From an optimization exercise on the open Yosys and OpenROAD flow, aimed at small area, a short achievable clock period and few clock cycles per item; shortcuts taken in it are not production practice. At most, simulation tests tie the RTL to the original design; equivalence was not proved. Power and IR drop assume default switching activity.

==> flow/design.v (excerpt) <==
module csum_unit #(
    parameter [15:0] RXB         = 16'h4000,
    parameter [15:0] TXB         = 16'h8000,
    parameter [15:0] RXBUF_SIZE  = 16'd1536,
    parameter [15:0] TXBUF_SIZE  = 16'd1536
) (
    input  wire        clk,
    input  wire        rst,           
    input  wire        cmd_valid,
    output wire        cmd_ready,
    input  wire [31:0] cmd_seed,
    input  wire [15:0] cmd_addr,
    input  wire [15:0] cmd_len,
    output wire        mem_req,
    input  wire        mem_gnt,
    output wire [13:0] mem_waddr,
    input  wire [31:0] mem_rdata,
    output wire        rsp_valid,
    output wire        rsp_err,
    output wire [15:0] rsp_sum
);
export LEC_CHECK = 0
export CAP_MARGIN = 20
export CORE_MARGIN = 2
export CORE_UTILIZATION = 40
export SLEW_MARGIN = 20
create_clock -name core_clock -period 10.0 [get_ports {clk}]
standard.sh (not shown) runs the stock make flow with config.mk's settings and CLKGATE_MAP_FILE= SYNTH_SCRIPT=/design/flow/synth_recipe.tcl, a recipe that flattens the netlist after the stock synthesis.
==> flow/flow/run.sh <==
#!/bin/bash
export BUFFER_PORTS_ARGS="-buffer_cell sky130_fd_sc_hd__buf_1"
export SETUP_SLACK_MARGIN=6.8
bash standard.sh > standard.log 2>&1
Then changed:
==> flow/flow/run.sh (replaced) <==
#!/bin/bash
export BUFFER_PORTS_ARGS="-buffer_cell sky130_fd_sc_hd__buf_1"
export SETUP_SLACK_MARGIN=7.0
bash standard.sh > standard.log 2>&1
Result:
- The changed run produced a clean layout
- critical path depth is unchanged
- setup slack is better by 4.0 ps
- global-route usage drops by 0.28 points
- clock skew drops by 3.5 ps
- synthesized area is unchanged
- routed wire length climbs by a few percent
- count of clock-buffer cells in the layout climbs by 3
- total power climbs by a little under a tenth
- design area climbs by a few percent
- worst hold slack is worse by 3.4 ps
- synthesized cell count is unchanged
No functional check of the RTL was part of any run of this note.

========
run A:
Another version of the RTL of csum_unit (not shown whole).
Size: ~110 flip-flops, roughly 130 I/O pins.
==> flow/config.mk <==
export PLATFORM = sky130hd
export DESIGN_NAME = csum_unit
export DESIGN_NICKNAME = csum_unit
export VERILOG_FILES = /design/flow/design.v
export SDC_FILE = /design/flow/constraint.sdc
export NUM_CORES = 4
export LEC_CHECK = 0
export CAP_MARGIN = 20
export CORE_MARGIN = 2
export CORE_UTILIZATION = 40
export CTS_BUF_LIST = sky130_fd_sc_hd__clkbuf_8
export SLEW_MARGIN = 20
==> flow/constraint.sdc <==
create_clock -name core_clock -period 10.0 [get_ports {clk}]
set_input_delay 2.0000 -clock core_clock [delete_from_list [all_inputs] [get_ports {clk}]]
set_output_delay 2.0000 -clock core_clock [all_outputs]
set_load 0.01 [all_outputs]
==> flow/flow/run.sh <==
#!/bin/bash
export BUFFER_PORTS_ARGS="-buffer_cell sky130_fd_sc_hd__buf_1"
export SETUP_SLACK_MARGIN=7.1
bash standard.sh > standard.log 2>&1
Testbench counts of run A, summed over its fixed seeds: cycles 64,474, items 512.
What run B does differently from run A at the input level:
Settings: CTS_BUF_LIST: sky130_fd_sc_hd__clkbuf_8 -> unset.
Findings:
Per the comparison of run B with run A, portion of total power attributed to the clock network saw an increase, power saw an increase, worst hold slack saw a decrease, share of the core filled with cells in the final layout saw a decrease, non-clock buffer count saw a decrease.
Run A -> run B: via count of the first global-routing pass decreased slightly
Run B against run A: sum of negative setup slack neither gained nor lost much, worst voltage drop across the vdd grid picked up an extra 0.54%.
Here is what was changed in the inputs of run C compared with run B.
Settings: CORE_UTILIZATION now 60, was 40.
## What came out
As far as fraction of registers with async set/reset goes, run B and run C are indistinguishable; the numbers are identical.
Taking run B as the reference point, the non-clock buffer area fraction after layout of run C rises by 3.0 points.
From run B to run C the numbers moved as follows: die area -5200 sq um, post-layout total power -0.000074 W, wire length -8.1%.
The run showing the smaller worst slack at placement is run B.
Going from run B to run C, switching power now smaller, cell area now larger.
Number of setup buffers added after CTS: run C vs run B up 9
Run B: flow completed, timing, DRC and antenna clean
Run C was carried through to the last stage, and its layout satisfied the timing, design-rule and antenna checks.
Modified inputs, run D compared to run C
Settings: CORE_UTILIZATION: 60 -> 40.
diff --git a/flow/flow/run.sh b/flow/flow/run.sh
--- a/flow/flow/run.sh
+++ b/flow/flow/run.sh
@@ -3 +3 @@
-export SETUP_SLACK_MARGIN=7.1
+export SETUP_SLACK_MARGIN=6.9
Notes after the runs:
Run D has completed all stages; timing, DRC and antenna checks passed.
Taking run D over run C, the half-perimeter wire length after detailed placement ratio works out to 1.13.
Looking at wire length of the first global-routing pass, run D sits about 7% above run C.
Routed wire length: run D vs run C up about 9%
Run D vs run C — routed length on met1 rose about 14%.
Between run D and run C, it is run D whose post-cts sizing count is lower, by 58.
Going from run C to run D, the clock skew was found to have gone down by 0.0053 ns.
As far as non-clock inverter total of the final layout goes, run C and run D are indistinguishable; the numbers are identical.
Of run C and run D, run D shows the lower fmax, with run C above it.
Run D ended with more initial antenna violation count than run C.

========
== lane 4 ==
csum_unit, a different RTL version from the one above (not shown whole).
Size: ~640 cells after synthesis, roughly 130 I/O pins.
==> flow/config.mk <==
export PLATFORM = sky130hd
export DESIGN_NAME = csum_unit
export DESIGN_NICKNAME = csum_unit
export VERILOG_FILES = /design/flow/design.v
export SDC_FILE = /design/flow/constraint.sdc
export NUM_CORES = 4
export LEC_CHECK = 0
export CAP_MARGIN = 20
export CORE_MARGIN = 2
export CORE_UTILIZATION = 40
export SLEW_MARGIN = 20
==> flow/constraint.sdc <==
create_clock -name core_clock -period 10.0 [get_ports {clk}]
set_input_delay 2.0000 -clock core_clock [delete_from_list [all_inputs] [get_ports {clk}]]
set_output_delay 2.0000 -clock core_clock [all_outputs]
set_load 0.01 [all_outputs]
==> flow/flow/run.sh <==
#!/bin/bash
export BUFFER_PORTS_ARGS="-buffer_cell sky130_fd_sc_hd__buf_1"
export SETUP_SLACK_MARGIN=6.5
bash standard.sh > standard.log 2>&1
Every stage of the flow completed for lane 4, and the final layout passed the timing, design-rule and antenna checks.
#### Input delta (lane 1 over lane 4)
==> flow/flow/run.sh <==
#!/bin/bash
export BUFFER_PORTS_ARGS="-buffer_cell sky130_fd_sc_hd__buf_1"
export SETUP_SLACK_MARGIN=6.8
bash standard.sh > standard.log 2>&1
### Flow results
- Lane 1 | stages: all done | timing, DRC, antenna: all pass
- First-pass GRT wire length of lane 1 is on par with lane 4.
- For the final routed wirelength across all metal layers, lane 1 came in 2.6% higher than lane 4 did.
- As far as global-route usage is concerned, lane 1 and lane 4 perform about the same.
- On synthesis-to-finish area growth: between lane 4 and lane 1, it ends up higher for lane 1.
- Looking only at relative contribution of sequential cells to total power, and setting everything else aside, the higher value of lane 4 and lane 1 goes to lane 4.
- Lane 1 against lane 4: fmax went up 13 MHz; utilization went up 1.0 points.
Function was not checked in any run of this note: the RTL went through the layout flow alone.

========
== oak ==
csum_unit, a different RTL version from the one above (not shown whole).
Size: ~650 cells after synthesis, roughly 110 flip-flops, about 130 I/O pins, about 6100 sq um of cells after synthesis.
clock: 10.0 ns
lec_check: 0
cap_margin: 20
core_margin: 2
core_utilization: 40
slew_margin: 20
tns_end_percent: 50
==> flow/flow/run.sh <==
#!/bin/bash
export BUFFER_PORTS_ARGS="-buffer_cell sky130_fd_sc_hd__buf_1"
export SETUP_SLACK_MARGIN=7.0
bash standard.sh > standard.log 2>&1
Testbench counts of oak, summed over its fixed seeds: cycles 63,482, items 512.
Edits applied to the flow inputs when going from oak to pine:
- removing TNS_END_PERCENT (formerly 50)
- changing CORE_UTILIZATION from 40 to 50
Findings:
- Between oak and pine, the wire length is lower for pine.
- Comparing oak and pine, the lower global-route wire length before repair is on pine.
- pine vs oak, start point of the critical path: sel vs acc_lo[12]
- pine ran to completion and came out clean on the timing, design-rule and antenna checks.
- Clock group share of total power (pine over oak): increase, 0.7 points
Input changes introduced in birch (baseline for comparison: pine):
- putting TNS_END_PERCENT at 20 where nothing was set
- swapping 50 for 40 in CORE_UTILIZATION
### Flow results
pine → birch: final worst-path cycle share went up by 0.29 points, post-synthesis to final-layout area growth went up by 0.45 points, effective utilization at floorplan has decreased, part of the power in the clock network decreased by 0.7 points relative to the old numbers, number of well taps now larger.
### birch -> maple
- TNS_END_PERCENT no longer set, was 20
- ABC_AREA now 1, previously not set
### Flow results
Looking at critical path depth across birch and maple, the one that comes out lower is birch. Across both runs, area of the mapped netlist was higher for maple than for birch. maple vs birch — post-layout total power dropped by a few percent. Across both runs, post-layout minimum cycle time was lower for maple than for birch. birch ended up with sky130_fd_sc_hd__buf_1 as its most frequent standard cell in the layout excluding fill and tap cells; maple ended up with sky130_fd_sc_hd__nand2_1. birch → maple: setup slack up 0.022 ns; total length of routed wires picked up an extra 3.8%; post-synthesis cell type count shows a reduction of about 34%.

========
The RTL this note starts from:
==> flow/design.v <==
module csum_unit #(
    parameter [15:0] RXB         = 16'h4000,
    parameter [15:0] TXB         = 16'h8000,
    parameter [15:0] RXBUF_SIZE  = 16'd1536,
    parameter [15:0] TXBUF_SIZE  = 16'd1536
) (
    input  wire        clk,
    input  wire        rst,           
    input  wire        cmd_valid,
    output wire        cmd_ready,
    input  wire [31:0] cmd_seed,
    input  wire [15:0] cmd_addr,
    input  wire [15:0] cmd_len,
    output wire        mem_req,
    input  wire        mem_gnt,
    output wire [13:0] mem_waddr,
    input  wire [31:0] mem_rdata,
    output wire        rsp_valid,
    output wire        rsp_err,
    output wire [15:0] rsp_sum
);
    reg        idle;       
    reg        busy;       
    reg        chk;        
    reg        reqv;       
    reg        first;      
    reg        dvalid;     
    reg        dfirst;     
    reg        dlast;      
    reg        rlast;      
    reg        g;          
    reg        f1;         
    reg        f2;         
    reg        rspv;
    reg        err;
    reg        pre_ok;     
    reg        sel;        
    reg [1:0]  a_lo;       
    reg [10:0] l;          
    reg [8:0]  w;          
    reg [31:0] r;          
    reg [15:0] acc_lo;
    reg [15:0] acc_hi;
    reg [1:0]  cy;         
    wire [11:0] ta = {1'b0, w, a_lo};
    wire [11:0] tb = {1'b0, l};
    wire [12:0] t  = {1'b0, ~(ta ^ tb)} + {(ta | tb), 1'b0};
    wire        ok = pre_ok && (!t[12] || (!t[11] && !(t[10] && t[9])));
    wire        zero = (l == 11'd0);
    wire        none = chk && (!ok || zero);
    wire gnt      = reqv && mem_gnt;
    wire single   = (l[10:3] == 8'd0) && ({1'b0, l[2:0]} + {2'b00, a_lo} <= 4'd4);
    wire last_now = chk ? single : (w == l[10:2]);
    wire accept   = !busy && cmd_valid;
    wire [3:0] m_lo = dfirst ? (4'b1111 << a_lo) : 4'b1111;
    wire [3:0] m_hi = dlast  ? (4'b1111 >> (2'd3 - l[1:0])) : 4'b1111;
    wire [3:0] m    = {4{dvalid}} & m_lo & m_hi;
    wire [3:0] ms   = m & {4{!a_lo[0]}};                      
    wire [3:0] mx   = {m[2], m[3], m[0], m[1]} & {4{a_lo[0]}};  
    wire [31:0] rd  = mem_rdata;
    wire [31:0] rdx = {rd[23:16], rd[31:24], rd[7:0], rd[15:8]};
    wire [15:0] hi_n = acc_hi + {14'd0, cy};
    wire        inj  = g || (chk && zero);
    wire [31:0] r_n  = (rd  & {{8{ms[3]}}, {8{ms[2]}}, {8{ms[1]}}, {8{ms[0]}}}) |
                       (rdx & {{8{mx[3]}}, {8{mx[2]}}, {8{mx[1]}}, {8{mx[0]}}}) |
                       {16'd0, hi_n[7:0], hi_n[15:8]} & {32{inj}};
    wire [15:0] w0   = {r[7:0], r[15:8]};
    wire [15:0] w1   = {r[23:16], r[31:24]};
    wire [17:0] lo_n = {2'd0, acc_lo} + {2'd0, w0} + {2'd0, w1} + {17'd0, f2 & cy[0]};
    always @(posedge clk) begin
        r      <= r_n;
        dfirst <= first;
        dlast  <= last_now;
        acc_hi <= !busy ? cmd_seed[31:16] : hi_n;
        cy     <= !busy ? 2'd0 : lo_n[17:16];
        if (!busy)
            acc_lo <= cmd_seed[15:0];
        else if (chk && !ok)
            acc_lo <= 16'd0;
        else
            acc_lo <= lo_n[15:0];
        if (!busy) begin
            pre_ok <= ((cmd_addr[15:11] == 5'b01000) || (cmd_addr[15:11] == 5'b10000)) &&
                      (cmd_len[15:11] == 5'd0);
            sel    <= cmd_addr[15];
            a_lo   <= cmd_addr[1:0];
        end
        if (!busy)
            l <= cmd_len[10:0];
        else if (chk)
            l <= t[10:0];
        if (!busy)
            w <= cmd_addr[10:2];
        else if (gnt)
            w <= w + 9'd1;
        if (chk)
            err <= !ok;
    end
    always @(posedge clk) begin
        if (rst) begin
            idle   <= 1'b1;
            busy   <= 1'b0;
            chk    <= 1'b0;
            reqv   <= 1'b0;
            dvalid <= 1'b0;
            rlast  <= 1'b0;
            g      <= 1'b0;
            f1     <= 1'b0;
            f2     <= 1'b0;
            rspv   <= 1'b0;
        end else begin
            chk    <= accept;
            dvalid <= gnt && !none;
            rlast  <= dvalid && dlast;
            g      <= rlast;
            f1     <= g || (chk && zero && ok);
            f2     <= f1 && lo_n[16];
            rspv   <= (f1 && !lo_n[16]) || f2 || (chk && !ok);
            if (accept) begin
                idle  <= 1'b0;
                busy  <= 1'b1;
                reqv  <= 1'b1;
                first <= 1'b1;
            end
            if (rspv) begin
                idle <= 1'b1;
                busy <= 1'b0;
            end
            if (gnt) begin
                first <= 1'b0;
                if (last_now)
                    reqv <= 1'b0;
            end
            if (none)
                reqv <= 1'b0;
        end
    end
    assign cmd_ready = idle;
    assign mem_req   = reqv;
    assign mem_waddr = {sel, ~sel, 3'b000, w};
    assign rsp_valid = rspv;
    assign rsp_err   = err;
    assign rsp_sum   = acc_lo;
endmodule
Settings: LEC_CHECK=0, CAP_MARGIN=20, CORE_MARGIN=2, CORE_UTILIZATION=40, SLEW_MARGIN=20; clock period 10.0 ns.
==> flow/flow/run.sh <==
#!/bin/bash
export BUFFER_PORTS_ARGS="-buffer_cell sky130_fd_sc_hd__buf_1"
export SETUP_SLACK_MARGIN=6.8
bash standard.sh > standard.log 2>&1
The first run finished clean.
Then changed:
CORE_UTILIZATION = 60   (was 40)
CTS_BUF_LIST = sky130_fd_sc_hd__clkbuf_8   (was unset)
After rerunning: Power fell by 10%. Setup slack is better by 0.019 ns. Cell count fell by about 5%. Synthesized area is unchanged. Cell area fell by 2.8%. Wire length fell by about 4.6%. Count of clock-buffer cells in the layout fell by 1. Die area fell by about 32%. Global-route usage rose by 7.6 points.
No run of this note included a check of the RTL's function; only the layout flow was run.

-- static timing again, ports no longer ideal --
The flow's constraints put no driver on any port. The routed layouts listed below were extracted and timed again, unchanged, in two steps. Step 1 assumes that a clkbuf_16 drives the clock port and a buf_2 every other input. Step 2 times the ports against the registers' clock, not the clock port: input delays grow and output delays shrink by t, the midpoint of the rising clock arrivals with the driver on. Three values: ideal, step 1, step 2; two values: the first two.
| run | shift t [ns] | setup slack, ns | worst register clock-pin slew, ns |
|---|---|---|---|
| the first run of note 1 | 0.386 | 6.923 / 6.881 / 6.564 | 0.08 / 0.08 |
| the second run of note 1 | 0.388 | 6.927 / 6.886 / 6.636 | 0.07 / 0.07 |
| run A | 0.422 | 7.044 / 7.002 / 6.752 | 0.11 / 0.11 |
| run B | 0.398 | 7.087 / 7.043 / 6.723 | 0.08 / 0.08 |
| run C | 0.418 | 7.054 / 7.019 / 6.745 | 0.11 / 0.11 |
| run D | 0.397 | 6.981 / 6.938 / 6.673 | 0.07 / 0.07 |
| lane 4 | 0.395 | 6.743 / 6.743 / 6.417 | 0.07 / 0.07 |
| lane 1 | 0.388 | 6.875 / 6.875 / 6.512 | 0.07 / 0.07 |
| oak | 0.396 | 7.028 / 6.988 / 6.758 | 0.07 / 0.07 |
| pine | 0.393 | 7.058 / 7.017 / 6.744 | 0.07 / 0.07 |
| birch | 0.395 | 7.029 / 6.988 / 6.758 | 0.07 / 0.07 |
| maple | 0.391 | 7.051 / 7.011 / 7.033 | 0.07 / 0.07 |
| the first run of note 5 | 0.388 | 6.778 / 6.778 / 6.778 | 0.07 / 0.07 |
| the second run of note 5 | 0.401 | 6.797 / 6.797 / 6.797 | 0.10 / 0.10 |
After both steps setup and hold are still met in every run listed. The setup slack of run B, which loses most, moves by -0.044 ns with the drivers and by -0.364 ns with both steps.
